This is an optimization exercise on Yosys and OpenROAD, whose aim is small area, not a production implementation. In this exercise RTL edits were held to simulation tests only and were not proved equivalent to the original. Power is estimated from default activity; no workload was simulated.

--- flow/design.v ---
module tcrb (
    input  wire         clk,
    input  wire         rst,
    input  wire [1:0]   h_op,
    input  wire [7:0]   h_addr,
    input  wire [31:0]  h_wdata,
    output reg          h_rvalid,
    output reg  [31:0]  h_rdata,
    input  wire [1:0]   f_valid,
    input  wire [127:0] f_data0,
    input  wire [127:0] f_data1,
    output wire         clk_en,
    output wire [23:0]  clk_rate
);
    localparam [1:0] S_IDLE = 2'd0, S_CONF = 2'd1, S_RUN = 2'd2, S_STOP = 2'd3;
    localparam [2:0] OK = 3'd0, BADOP = 3'd1, BADSEL = 3'd2, BADARG = 3'd3,
                     BADSTATE = 3'd4, BADCFG = 3'd5, NODATA = 3'd6;
    reg [1:0]  state;
    reg        stopreq;
    reg        clken;
    reg [5:0]  res;
    reg [2:0]  nch0, nch1;
    reg [2:0]  maplen0, maplen1;
    reg [1:0]  chmap [0:7];           
    reg [23:0] ds;
    reg        swaplr;
    reg [23:0] rate;
    reg [1:0]  armed;
    reg [1:0]  pend;
    reg [1:0]  fillframe0, fillframe1;
    reg        cf0x0, cf0x1;          
    reg        pf0x0, pf0x1;          
    reg [23:0] dsdown0, dsdown1;      
    reg [31:0] counter0, counter1;
    reg [31:0] ovrcount;
    reg [11:0] wpos;
    reg [11:0] head0, head1;
    reg [11:0] rpos [0:3];
    reg [3:0]  active;
    reg [3:0]  ovr;
    reg [2:0]  cs_code;
    reg [11:0] cs_val;
    reg [127:0] xfer0 [0:3];
    reg [127:0] xfer1 [0:3];
    reg [127:0] xferx;
    reg [31:0]  ring [0:63];
    wire       used0 = (nch0 != 3'd0);
    wire       used1 = (nch1 != 3'd0);
    wire [3:0] ncht  = nch0 + nch1;
    wire       ds0   = (ds == 24'd0);
    wire       ds12  = (ds[23:2] == 22'd0) && (ds[1:0] != 2'd3);
    wire [2:0] cmq   = ds0 ? 3'd4 : ds12 ? 3'd6 : 3'd7;
    wire [4:1] chk;
    assign chk[1] = (ncht == 4'd0);
    assign chk[2] = (res == 6'd0);
    assign chk[3] = (maplen0 != nch0);
    assign chk[4] = (maplen1 != nch1);
    wire   chk_ok = ~|chk;
    assign clk_en   = clken;
    assign clk_rate = rate;
    wire cmd_wr = (h_op == 2'd2) && (h_addr == 8'h00);
    localparam [1:0] V_IDLE = 2'd0, V_WALK = 2'd1, V_COMMIT = 2'd2;
    reg [1:0] svc;
    reg       svc_bus;
    reg [1:0] svc_f;
    reg [1:0] svc_q;
    reg [2:0] svc_nw;
    wire [23:0] svc_dsd  = svc_bus ? dsdown1 : dsdown0;
    wire        svc_keep = (svc_dsd == 24'd0);
    wire [23:0] svc_dsd_nx = svc_keep ? ds : svc_dsd - 24'd1;
    wire [2:0]  svc_nch  = svc_bus ? nch1 : nch0;
    wire        svc_last = ({1'b0, svc_q} == svc_nch - 3'd1);
    wire [1:0]  svc_map  = chmap[{svc_bus, svc_q}];
    wire [1:0]  svc_word = {svc_map[1], svc_map[0] ^ (swaplr & ~svc_map[1])};
    wire [1151:0] xf_all = {xferx, xfer1[3], xfer1[2], xfer1[1], xfer1[0],
                            xfer0[3], xfer0[2], xfer0[1], xfer0[0]};
    wire          svc_x   = (svc_f == 2'd0) && (svc_bus ? pf0x1 : pf0x0);
    wire [3:0]    svc_pos = svc_x ? 4'd0 : (4'b0001 << svc_f);
    wire [31:0]   svc_raw;
    tcrb_xsel u_xsel (.fr(xf_all), .fsel({svc_x, {4{svc_bus}} & svc_pos, {4{!svc_bus}} & svc_pos}),
                      .w(svc_word), .o(svc_raw));
    wire [4:0]  svc_shift = 5'd0 - res[4:0];
    wire [31:0] svc_cell  = $signed(svc_raw) >>> svc_shift;
    wire [11:0] svc_head = svc_bus ? head1 : head0;
    wire [2:0]  svc_idx  = svc_head[2:0] + svc_nw;
    wire [5:0]  svc_addr = svc_idx * ncht + (svc_bus ? {3'd0, nch0} : 6'd0) + {4'd0, svc_q};
    wire [11:0] head_c0 = svc_bus ? head0 : head0 + {9'd0, svc_nw};
    wire [11:0] head_c1 = svc_bus ? head1 + {9'd0, svc_nw} : head1;
    wire [11:0] gain0   = head_c0 - wpos;
    wire [11:0] gain1   = head_c1 - wpos;
    wire [11:0] gain    = (used0 && used1) ? ((gain0 < gain1) ? gain0 : gain1) :
                          used0 ? gain0 : used1 ? gain1 : 12'd0;
    wire [11:0] wpos_c  = wpos + gain;
    wire [1:0]  pend_c  = pend & ~(2'b01 << svc_bus);
    reg [3:0]  ovr_hit;
    reg [11:0] dist_c;
    integer k;
    always @(*) begin
        for (k = 0; k < 4; k = k + 1) begin
            dist_c     = wpos_c - rpos[k];
            ovr_hit[k] = active[k] && (dist_c[11:3] != 9'd0);
        end
    end
    wire [3:0]  c_op  = h_wdata[31:28];
    wire [3:0]  c_sel = h_wdata[27:24];
    wire [23:0] c_imm = h_wdata[23:0];
    wire [1:0]  av_k     = h_op[1] ? c_sel[1:0] : h_addr[1:0];
    wire [11:0] av_diff  = wpos - rpos[av_k];
    wire [11:0] lead0 = head0 - wpos;
    wire [11:0] lead1 = head1 - wpos;
    wire [11:0] lead  = (used0 && used1) ? ((lead0 > lead1) ? lead0 : lead1) :
                        used0 ? lead0 : used1 ? lead1 : 12'd0;
    wire        room_pos = (lead[11:3] == 9'd0) && (lead[2:0] <= cmq);
    wire [2:0]  att_room = room_pos ? cmq - lead[2:0] : 3'd0;
    wire [2:0]  att_imm  = (c_imm[23:3] != 21'd0) ? 3'd7 : c_imm[2:0];
    wire [2:0]  att_wp   = (wpos[11:3] != 9'd0) ? 3'd7 : wpos[2:0];
    wire [2:0]  att_d1   = (att_imm < att_wp) ? att_imm : att_wp;
    wire [2:0]  att_d    = (att_d1 < att_room) ? att_d1 : att_room;
    wire [11:0] adv_n = ((c_imm[23:12] == 12'd0) && (c_imm[11:0] < av_diff)) ? c_imm[11:0] : av_diff;
    reg [2:0] c_code;
    reg       c_argbad, c_statebad, c_bus_sel, c_cons_sel;
    wire      c_is_cfg = (c_op >= 4'h1) && (c_op <= 4'h7);
    always @(*) begin
        c_bus_sel  = (c_op == 4'h2) || (c_op == 4'h3) || (c_op == 4'h4);
        c_cons_sel = (c_op == 4'hB) || (c_op == 4'hC) || (c_op == 4'hD);
        case (c_op)
            4'h1: c_argbad = (c_sel != 4'd0) || (c_imm[23:6] != 18'd0) ||
                             (c_imm[5:0] == 6'd0) || (c_imm[5:0] > 6'd32);
            4'h2, 4'h3: c_argbad = (c_imm[23:8] != 16'd0) || (c_imm[7:0] > 8'd4);
            4'h4: c_argbad = (c_imm[23:16] != 8'd0) || (c_imm[15:8] >= 8'd4) ||
                             (c_imm[7:0] >= 8'd4);
            4'h5, 4'h7: c_argbad = (c_sel != 4'd0);
            4'h6: c_argbad = (c_sel != 4'd0) || (c_imm[23:1] != 23'd0);
            4'h8, 4'h9, 4'hA: c_argbad = (c_sel != 4'd0) || (c_imm != 24'd0);
            4'hD: c_argbad = (c_imm != 24'd0);
            default: c_argbad = 1'b0;
        endcase
        case (c_op)
            4'h1, 4'h2, 4'h3, 4'h4, 4'h5, 4'h6, 4'h7, 4'h8:
                c_statebad = (state == S_RUN);
            4'h9: c_statebad = (state != S_CONF) && (state != S_STOP);
            4'hA: c_statebad = (state == S_IDLE) || (state == S_CONF);
            4'hB: c_statebad = (state == S_IDLE);
            4'hC: c_statebad = !active[c_sel[1:0]];
            default: c_statebad = 1'b0;
        endcase
        if (c_op == 4'h0 || c_op == 4'hE || c_op == 4'hF)
            c_code = BADOP;
        else if ((c_bus_sel && c_sel >= 4'd2) || (c_cons_sel && c_sel >= 4'd4))
            c_code = BADSEL;
        else if (c_argbad)
            c_code = BADARG;
        else if (c_statebad)
            c_code = BADSTATE;
        else if (c_op == 4'h8 && !chk_ok)
            c_code = BADCFG;
        else if (c_op == 4'hC && av_diff == 12'd0)
            c_code = NODATA;
        else
            c_code = OK;
    end
    wire        c_ok  = (c_code == OK);
    wire [11:0] c_val = !c_ok ? 12'd0 :
                        (c_op == 4'hB) ? {9'd0, att_d} :
                        (c_op == 4'hC) ? adv_n : 12'd0;
    wire c_accept = cmd_wr && c_ok;
    wire [31:0] rd_val;
    tcrb_rdmux u_rdmux (
        .a(h_addr), .cs({(cs_code != 3'd0 && cs_code != 3'd6), cs_code, cs_val}),
        .st({pend[1], pend[0], armed[1], armed[0], clken, stopreq, state}),
        .chk({chk, chk_ok}), .res(res), .ds(ds), .swaplr(swaplr), .rate(rate),
        .nch0(nch0), .nch1(nch1), .maplen0(maplen0), .maplen1(maplen1), .ncht(ncht),
        .counter0(counter0), .counter1(counter1), .ovrcount(ovrcount),
        .active(active), .ovr(ovr), .wpos(wpos), .head0(head0[2:0]), .head1(head1[2:0]),
        .rpos({rpos[3], rpos[2], rpos[1], rpos[0]}), .av_diff(av_diff),
        .chmap({chmap[7], chmap[6], chmap[5], chmap[4], chmap[3], chmap[2], chmap[1], chmap[0]}),
        .o(rd_val));
    reg [31:0] ring_rd;
    integer ri;
    always @(*) begin
        ring_rd = 32'd0;
        for (ri = 0; ri < 64; ri = ri + 1)
            ring_rd = ring_rd | (ring[ri] & {32{h_addr == ri}});
    end
    always @(posedge clk) begin
        h_rvalid <= !rst && h_op[0];
        if (h_op[1])
            h_rdata <= ring_rd;
        else
            h_rdata <= rd_val;
    end
    wire svc_done = (svc == V_WALK) && (!svc_keep || svc_last);
    wire f0_read0 = !svc_bus && ((svc == V_WALK && (svc_f != 2'd0 || svc_done)) || svc == V_COMMIT);
    wire f0_read1 =  svc_bus && ((svc == V_WALK && (svc_f != 2'd0 || svc_done)) || svc == V_COMMIT);
    wire tox0 = (fillframe0 == 2'd0) && pend[0] && !pf0x0 && !f0_read0;
    wire tox1 = (fillframe1 == 2'd0) && pend[1] && !pf0x1 && !f0_read1;
    wire st0  = f_valid[0] && armed[0];
    wire st1  = f_valid[1] && armed[1];
    always @(posedge clk) begin
        if (svc == V_WALK && svc_keep)
            ring[svc_addr] <= svc_cell;
        if (st0 && !tox0)
            xfer0[fillframe0] <= f_data0;
        if (st1 && !tox1)
            xfer1[fillframe1] <= f_data1;
        if (st0 && tox0)
            xferx <= f_data0;
        else if (st1 && tox1)
            xferx <= f_data1;
    end
    always @(posedge clk) begin
        if (rst) begin
            state    <= S_IDLE;
            stopreq  <= 1'b0;
            clken    <= 1'b0;
            res      <= 6'd0;
            ds       <= 24'd0;
            swaplr   <= 1'b0;
            rate     <= 24'd0;
            armed    <= 2'b00;
            pend     <= 2'b00;
            fillframe0 <= 2'd0;
            fillframe1 <= 2'd0;
            ovrcount <= 32'd0;
            wpos     <= 12'd0;
            active   <= 4'd0;
            ovr      <= 4'd0;
            cs_code  <= 3'd0;
            cs_val   <= 12'd0;
            svc      <= V_IDLE;
            svc_bus  <= 1'b0;
            svc_f    <= 2'd0;
            svc_q    <= 2'd0;
            svc_nw   <= 3'd0;
            nch0     <= 3'd0;
            nch1     <= 3'd0;
            maplen0  <= 3'd0;
            maplen1  <= 3'd0;
            dsdown0  <= 24'd0;
            dsdown1  <= 24'd0;
            counter0 <= 32'd0;
            counter1 <= 32'd0;
            head0    <= 12'd0;
            head1    <= 12'd0;
            for (k = 0; k < 8; k = k + 1)
                chmap[k] <= 2'd0;
            for (k = 0; k < 4; k = k + 1)
                rpos[k] <= 12'd0;
        end else begin
            case (svc)
                V_IDLE: begin
                    if (pend[0] || pend[1]) begin
                        svc      <= V_WALK;
                        svc_bus  <= !pend[0];
                        svc_f    <= 2'd0;
                        svc_q    <= 2'd0;
                        svc_nw   <= 3'd0;
                    end
                end
                V_WALK: begin
                    if (svc_keep && !svc_last) begin
                        svc_q <= svc_q + 2'd1;
                    end else begin
                        svc_q <= 2'd0;
                        if (svc_keep)
                            svc_nw <= svc_nw + 3'd1;
                        if (svc_bus) dsdown1 <= svc_dsd_nx;
                        else         dsdown0 <= svc_dsd_nx;
                        if (svc_f == 2'd3)
                            svc <= V_COMMIT;
                        else
                            svc_f <= svc_f + 2'd1;
                    end
                end
                V_COMMIT: begin
                    if (!cmd_wr) begin
                        svc   <= V_IDLE;
                        head0 <= head_c0;
                        head1 <= head_c1;
                        if (svc_bus) counter1 <= counter1 + 32'd1;
                        else         counter0 <= counter0 + 32'd1;
                        wpos <= wpos_c;
                        pend[svc_bus] <= 1'b0;
                        if (wpos_c != wpos) begin
                            ovr <= ovr | ovr_hit;
                            if (|ovr_hit && ovrcount != 32'hFFFFFFFF)
                                ovrcount <= ovrcount + 32'd1;
                        end
                        if (stopreq && armed == 2'b00 && pend_c == 2'b00) begin
                            state   <= S_STOP;
                            stopreq <= 1'b0;
                        end
                    end
                end
                default: svc <= V_IDLE;
            endcase
            if (f_valid[0] && armed[0]) begin
                fillframe0 <= fillframe0 + 2'd1;
                if (fillframe0 == 2'd0) cf0x0 <= tox0;
                if (fillframe0 == 2'd3) begin
                    pend[0] <= 1'b1;
                    pf0x0   <= cf0x0;
                    if (stopreq) armed[0] <= 1'b0;
                end
            end
            if (f_valid[1] && armed[1]) begin
                fillframe1 <= fillframe1 + 2'd1;
                if (fillframe1 == 2'd0) cf0x1 <= tox1;
                if (fillframe1 == 2'd3) begin
                    pend[1] <= 1'b1;
                    pf0x1   <= cf0x1;
                    if (stopreq) armed[1] <= 1'b0;
                end
            end
            if (cmd_wr) begin
                cs_code <= c_code;
                cs_val  <= c_val;
                if (c_accept) begin
                    if (c_is_cfg && (state == S_CONF || state == S_STOP)) begin
                        state  <= S_IDLE;
                        clken  <= 1'b0;
                        active <= 4'd0;
                    end
                    case (c_op)
                        4'h1: res <= c_imm[5:0];
                        4'h2: if (c_sel[0]) nch1 <= c_imm[2:0]; else nch0 <= c_imm[2:0];
                        4'h3: if (c_sel[0]) maplen1 <= c_imm[2:0]; else maplen0 <= c_imm[2:0];
                        4'h4: chmap[{c_sel[0], c_imm[9:8]}] <= c_imm[1:0];
                        4'h5: ds <= c_imm;
                        4'h6: swaplr <= c_imm[0];
                        4'h7: rate <= c_imm;
                        4'h8: begin
                            wpos     <= 12'd0;
                            ovrcount <= 32'd0;
                            head0    <= 12'd0;
                            head1    <= 12'd0;
                            counter0 <= 32'd0;
                            counter1 <= 32'd0;
                            dsdown0  <= 24'd0;
                            dsdown1  <= 24'd0;
                            for (k = 0; k < 4; k = k + 1)
                                rpos[k] <= 12'd0;
                            active  <= 4'd0;
                            ovr     <= 4'd0;
                            stopreq <= 1'b0;
                            clken   <= 1'b1;
                            state   <= S_CONF;
                        end
                        4'h9: begin
                            if (used0) begin
                                armed[0] <= 1'b1; fillframe0 <= 2'd0;
                                pend[0] <= 1'b0; dsdown0 <= 24'd0;
                            end
                            if (used1) begin
                                armed[1] <= 1'b1; fillframe1 <= 2'd0;
                                pend[1] <= 1'b0; dsdown1 <= 24'd0;
                            end
                            stopreq <= 1'b0;
                            state   <= S_RUN;
                        end
                        4'hA: if (state == S_RUN) stopreq <= 1'b1;
                        4'hB: begin
                            rpos[c_sel[1:0]]   <= wpos - {9'd0, att_d};
                            active[c_sel[1:0]] <= 1'b1;
                            ovr[c_sel[1:0]]    <= 1'b0;
                        end
                        4'hC: rpos[c_sel[1:0]] <= rpos[c_sel[1:0]] + adv_n;
                        4'hD: begin
                            active[c_sel[1:0]] <= 1'b0;
                            ovr[c_sel[1:0]]    <= 1'b0;
                        end
                        default: ;
                    endcase
                end
            end
        end
    end
endmodule
module tcrb_xsel (
    input  wire [1151:0] fr,
    input  wire [8:0]    fsel,
    input  wire [1:0]    w,
    output reg  [31:0]   o
);
    reg [127:0] f;
    integer i;
    always @(*) begin
        f = 128'd0;
        for (i = 0; i < 9; i = i + 1)
            f = f | (fr[128*i +: 128] & {128{fsel[i]}});
        case (w)
            2'd0: o = f[31:0];
            2'd1: o = f[63:32];
            2'd2: o = f[95:64];
            default: o = f[127:96];
        endcase
    end
endmodule
module tcrb_rdmux (
    input  wire [7:0]  a,
    input  wire [15:0] cs,
    input  wire [7:0]  st,
    input  wire [4:0]  chk,
    input  wire [5:0]  res,
    input  wire [23:0] ds,
    input  wire        swaplr,
    input  wire [23:0] rate,
    input  wire [2:0]  nch0, nch1, maplen0, maplen1,
    input  wire [3:0]  ncht,
    input  wire [31:0] counter0, counter1, ovrcount,
    input  wire [3:0]  active, ovr,
    input  wire [11:0] wpos,
    input  wire [2:0]  head0, head1,
    input  wire [47:0] rpos,
    input  wire [11:0] av_diff,
    input  wire [15:0] chmap,
    output reg  [31:0] o
);
    wire [11:0] rp = rpos[12*a[1:0] +: 12];
    always @(*) begin
        o = 32'd0;
        casez (a)
            8'h01: o = {cs[15], 4'b0000, cs[14:12], 12'd0, cs[11:0]};
            8'h02: o = {24'd0, st};
            8'h03: o = {27'd0, chk};
            8'h04: o = {26'd0, res};
            8'h05: o = {8'd0, ds};
            8'h06: o = {31'd0, swaplr};
            8'h07: o = {8'd0, rate};
            8'h08: o = {29'd0, nch0};
            8'h09: o = {29'd0, nch1};
            8'h0A: o = {29'd0, maplen0};
            8'h0B: o = {29'd0, maplen1};
            8'h0C: o = 32'd8;
            8'h0D: o = 32'd4;
            8'h0E: o = 32'h00020404;
            8'h0F: o = {28'd0, ncht};
            8'h10: o = counter0;
            8'h11: o = counter1;
            8'h12: o = ovrcount;
            8'h13: o = {12'd0, active, 12'd0, ovr};
            8'h14: o = {29'd0, wpos[2:0]};
            8'h15: o = {23'd0, wpos[11:3]};
            8'h16: o = {29'd0, head0};
            8'h17: o = {29'd0, head1};
            8'b001000??: o = {29'd0, rp[2:0]};
            8'b001100??: o = {23'd0, rp[11:3]};
            8'b010000??: if (active[a[1:0]]) o = {20'd0, av_diff};
            8'b100?00??: o = {30'd0, chmap[2*{a[4], a[1:0]} +: 2]};
            default: o = 32'd0;
        endcase
    end
endmodule
--- flow/flow/run.sh ---
#!/bin/bash
set -euo pipefail
export CTS_ARGS="-sink_clustering_enable -repair_clock_nets -dont_use_dummy_load -buf_list sky130_fd_sc_hd__clkbuf_16 -sink_clustering_size 24 -sink_clustering_max_diameter 60"
export BUFFER_PORTS_ARGS="-buffer_cell sky130_fd_sc_hd__buf_1"
bash standard.sh > standard_make.log 2>&1
--- flow/standard.sh ---
#!/bin/bash
# synth_recipe.tcl (not shown) runs the flow's synth.tcl, then flattens the netlist and writes it again
# the make line also repeats each setting of config.mk as NAME=value (left out here)
make -C /OpenROAD-flow-scripts/flow DESIGN_CONFIG=/design/flow/config.mk WORK_HOME=/design/flow/orfs CLKGATE_MAP_FILE= SYNTH_SCRIPT=/design/flow/synth_recipe.tcl "${@:-finish}"
--- flow/config.mk ---
export PLATFORM = sky130hd
export DESIGN_NAME = tcrb
export DESIGN_NICKNAME = tcrb
export VERILOG_FILES = /design/flow/design.v
export SDC_FILE = /design/flow/constraint.sdc
export NUM_CORES = 4
export LEC_CHECK = 0
export CAP_MARGIN = 10
export CORE_MARGIN = 2
export CORE_UTILIZATION = 55
export PLACE_DENSITY = 0.75
export SLEW_MARGIN = 10
export SYNTH_HIERARCHICAL = 1
--- flow/constraint.sdc ---
create_clock -name core_clock -period 14.0 [get_ports {clk}]
set_input_delay 2.8000 -clock core_clock [delete_from_list [all_inputs] [get_ports {clk}]]
set_output_delay 2.8000 -clock core_clock [all_outputs]
set_load 0.01 [all_outputs]
==> results.sh <==
export IMPL_cts_sinks=3593
export IMPL_async_flop_share=0
export IMPL_drt_iter0_markers=21692
export IMPL_coreArea_um2=265000
export IMPL_cts_resized=0
export IMPL_worstSkewPairLatency_ns=0.97
export IMPL_synth_main_ff_cell="edfxtp_1"
export IMPL_final_area_um2=159000
export IMPL_clock_root_buffer="clkbuf_16"
export IMPL_synthesis_instances=9772
export IMPL_wirelength_um=541000
export IMPL_antenna_found_initial=130
export IMPL_io_buffers=359
export IMPL_synth_area_leaders="edfxtp_1, a22oi_1, dfxtp_1"
export IMPL_ios=360
export IMPL_finClkSkew_ns=0.151
export IMPL_synth_distinct_cells=103
export IMPL_dieWidth_um=520
export IMPL_crit_path_max_fanout=20
export IMPL_area_growth_pct=8.46
export IMPL_grt_ovfl_total=0
export IMPL_hold_path_class="reg -> reg"
export IMPL_ys_ff_latch=3593
export IMPL_yosysMostFrequentCell="edfxtp_1"
export IMPL_postSynthAreaPerCell_um2=15.0
export IMPL_utilization=0.600
export IMPL_grt_pass1_wl_um=735000
export IMPL_slowest_stage="mux2i_4"
export IMPL_yosysSeqAreaShare=0.714
export IMPL_cts_clk_slew_worst_paths_ns=0.07
export IMPL_fin_nets=10597
export IMPL_yosys_warnings=9
export IMPL_crit_path_start_kind="input pin"
export IMPL_status="no timing/DRC/antenna violations"
export IMPL_setup_viol=0
export IMPL_placed_cell_area_um2=153000
export IMPL_initial_core_util=0.553
export IMPL_peakVddDrop_uv=108
export IMPL_final_setup_tns_ns=0
export IMPL_ctsHoldBuffers=0
export IMPL_antenna_left=0
export IMPL_fin_crit_sh=0.762
export IMPL_path_common_cell="o21ai_0"
export IMPL_leakage_nw=49.7
export IMPL_setup_worst_path_end_class="flop"
export IMPL_synth_edff_count=3268
export IMPL_drt_wirelength_per_cell_um=39.6
export IMPL_relSlewSlack=0.0233
export IMPL_min_period_ns=10.67
export IMPL_cp_slowest_stage_delay_ns=0.73
export IMPL_cts_tree="done"
export IMPL_gp_congestion=0.945
export IMPL_cts_buffers=212
export IMPL_synth_top_area_cell="edfxtp_1"
export IMPL_required_ns=14.73
export IMPL_drc_errors=0
export IMPL_first_global_vias=95021
export IMPL_hold_viol_final=0
export IMPL_die_area_um2=271000
export IMPL_track_usage=0.387
export IMPL_avgViaCountPerCell=7.53
export IMPL_clk_path_buf_depth=4
export IMPL_drive_gt1_frac=0.0949
export IMPL_htreeDepth=4
export IMPL_routed_via_count=102940
export IMPL_syn_num_nets=10295
export IMPL_hpwlAfterDp_um=301000
export IMPL_rsz0062_at_grt="no"
export IMPL_tightest_slew_ns=1.46
export IMPL_drtPass1Iterations=13
export IMPL_syn_area_um2=147000
export IMPL_power_per_cell_area_nw_per_um2=116
export IMPL_grt_max_degree=111
export IMPL_post_cts_buffers=0
export IMPL_synth_commonest_cells="edfxtp_1, a22oi_1, nor2_1"
export IMPL_fmax_mhz=93.7
export IMPL_crit_type="in -> reg"
export IMPL_die_h_um=520
export IMPL_arrival_ns=11.40
export IMPL_maxCapViolations=0
export IMPL_synth_top_cell_area_share=0.670
export IMPL_report_final_slew_viol_count=0
export IMPL_placementRows=189
## registers in the layout, indices dropped and copies added, names as in the netlist, 32 cells and up
signal	flops
ring	2048
xfer0	512
xfer1	512
xferx	128
rpos	48
counter0	32
counter1	32
h_rdata	32
ovrcount	32
## stage by stage
step | worst slack, ns | instances | hold slack [ns] | power [mW]
final | 3.33 | 13679 | 0.423 | 18.4
after global routing | 2.50 | 13643 | 0.434 | 18.7
after CTS | 3.09 | 13605 | 0.422 | 18.3
after detailed placement | 2.20 | 13393 | 0.407 | 12.6
after global placement | 2.25 | 13392 | 0.404 | 12.6
after floorplan | 3.83 | 9772 | 0.400 | 12.3
## where the power goes
part	switching, mW	internal, mW
Clock	3.32	2.68
Sequential	0.0125	11.7
Combinational	0.501	0.181
Total	3.84	14.6
## per-module statistics from Yosys, one instance, submodules excluded
| module | times used | cell area, um^2 | flip-flops and latches | cells inside |
|---|---|---|---|---|
| tcrb | 1 | 137000 | 3593 | 8448 |
| tcrb_rdmux | 1 | 2500 | 0 | 338 |
| tcrb_xsel | 1 | 6970 | 0 | 986 |
## cells by family (layout without fill, tap and decap cells)
group / after synthesis / count (layout) / synth area share
adders and majority gates: 221 / 221 / 0.0198
other: 0 / 74 / 0
DFF: 3593 / 3593 / 0.714
AOI/OAI and AO/OA: 2427 / 2427 / 0.123
muxes: 374 / 374 / 0.0322
and+or+nand+nor: 2184 / 2184 / 0.0740
xor gates and xnor gates: 249 / 249 / 0.0150
buffers and inverters: 724 / 1024 / 0.0216
## worst max-delay path, delay by kind of cell
kind,cells,cell delay [ns]
xor+xnor,1,0.39
simple gates,6,1.52
buf+inv,2,0.59
fa+ha+maj,4,1.23
compound gates,13,2.70
mux,5,2.15
## layout by cell type, fill, tap and decap left out, types with 30 or more instances in the layout
cell	n
a21o_1	39
a21oi_1	322
a221oi_1	301
a222oi_1	38
a22o_1	304
a22oi_1	939
and2_1	30
and3_1	33
and4_1	61
buf_1	353
buf_4	260
clkbuf_16	212
dfxtp_1	323
diode_2	74
edfxtp_1	3268
ha_1	201
inv_1	186
mux2_2	153
mux2i_1	158
mux4_2	61
nand2_1	420
nand2b_1	41
nand3_1	238
nand4_1	283
nor2_1	551
nor2_4	130
nor2b_1	55
nor3_1	150
nor4_1	59
o21ai_0	174
xnor2_1	132
xor2_1	109
## metal layers
layer / share of wire / track usage / up-vias
met2: 0.42 / 0.553 / 10702
li1: - / - / 39630
met3: 0.18 / 0.165 / 2699
met4: 0.084 / 0.249 / 128
met1: 0.32 / 0.485 / 49781
met5: 0.0020 / 0.00228 / -
## final timing paths
path	startpoint	end	slack, ns	cells past startpoint
setup / recovery	h_op[1]	rpos[1][11]	3.33	31
hold / removal	cf0x0	pf0x0	0.42	0
setup reg to reg	svc_nw[0]	ovrcount[20]	3.33	39
hold reg to reg	cf0x0	pf0x0	0.42	0
## layout make-up
cell class / count / area [um^2]
flip-flops and latches: 3593 / 105000
well taps: 3533 / 4420
multi-input cells: 5455 / 40200
repair buffers: 624 / 3420
diodes: 74 / 185
clock buffers: 212 / 5310
fillers: 19254 / 106000
inverters: 188 / 711

[what the ideal ports hide]
Ports are ideal in the flow. The routed layout listed here was re-timed in OpenROAD. Step 1 assumes that a clkbuf_16 drives the clock port and a buf_2 every other input. Step 2 moves the port delays by t, midway between the first and last clock arrival at a register: inputs arrive t later, outputs are due t later. That takes back most of the time a late clock gives input paths. a / b / c = no drivers / after step 1 / after step 2; a / b = the first two.
t, ns: 0.997
slack for setup (ns): 3.326 / 3.332 / 2.404
slew at the worst register clock pin (ns): 0.10 / 0.10
worst data-port slew with drivers (ns): 0.23
cell pins on the clock port's net: 1
After both steps setup and hold are still met in this run. For this run, drivers alone change the setup slack by +0.006 ns; drivers and shift together by -0.922 ns.
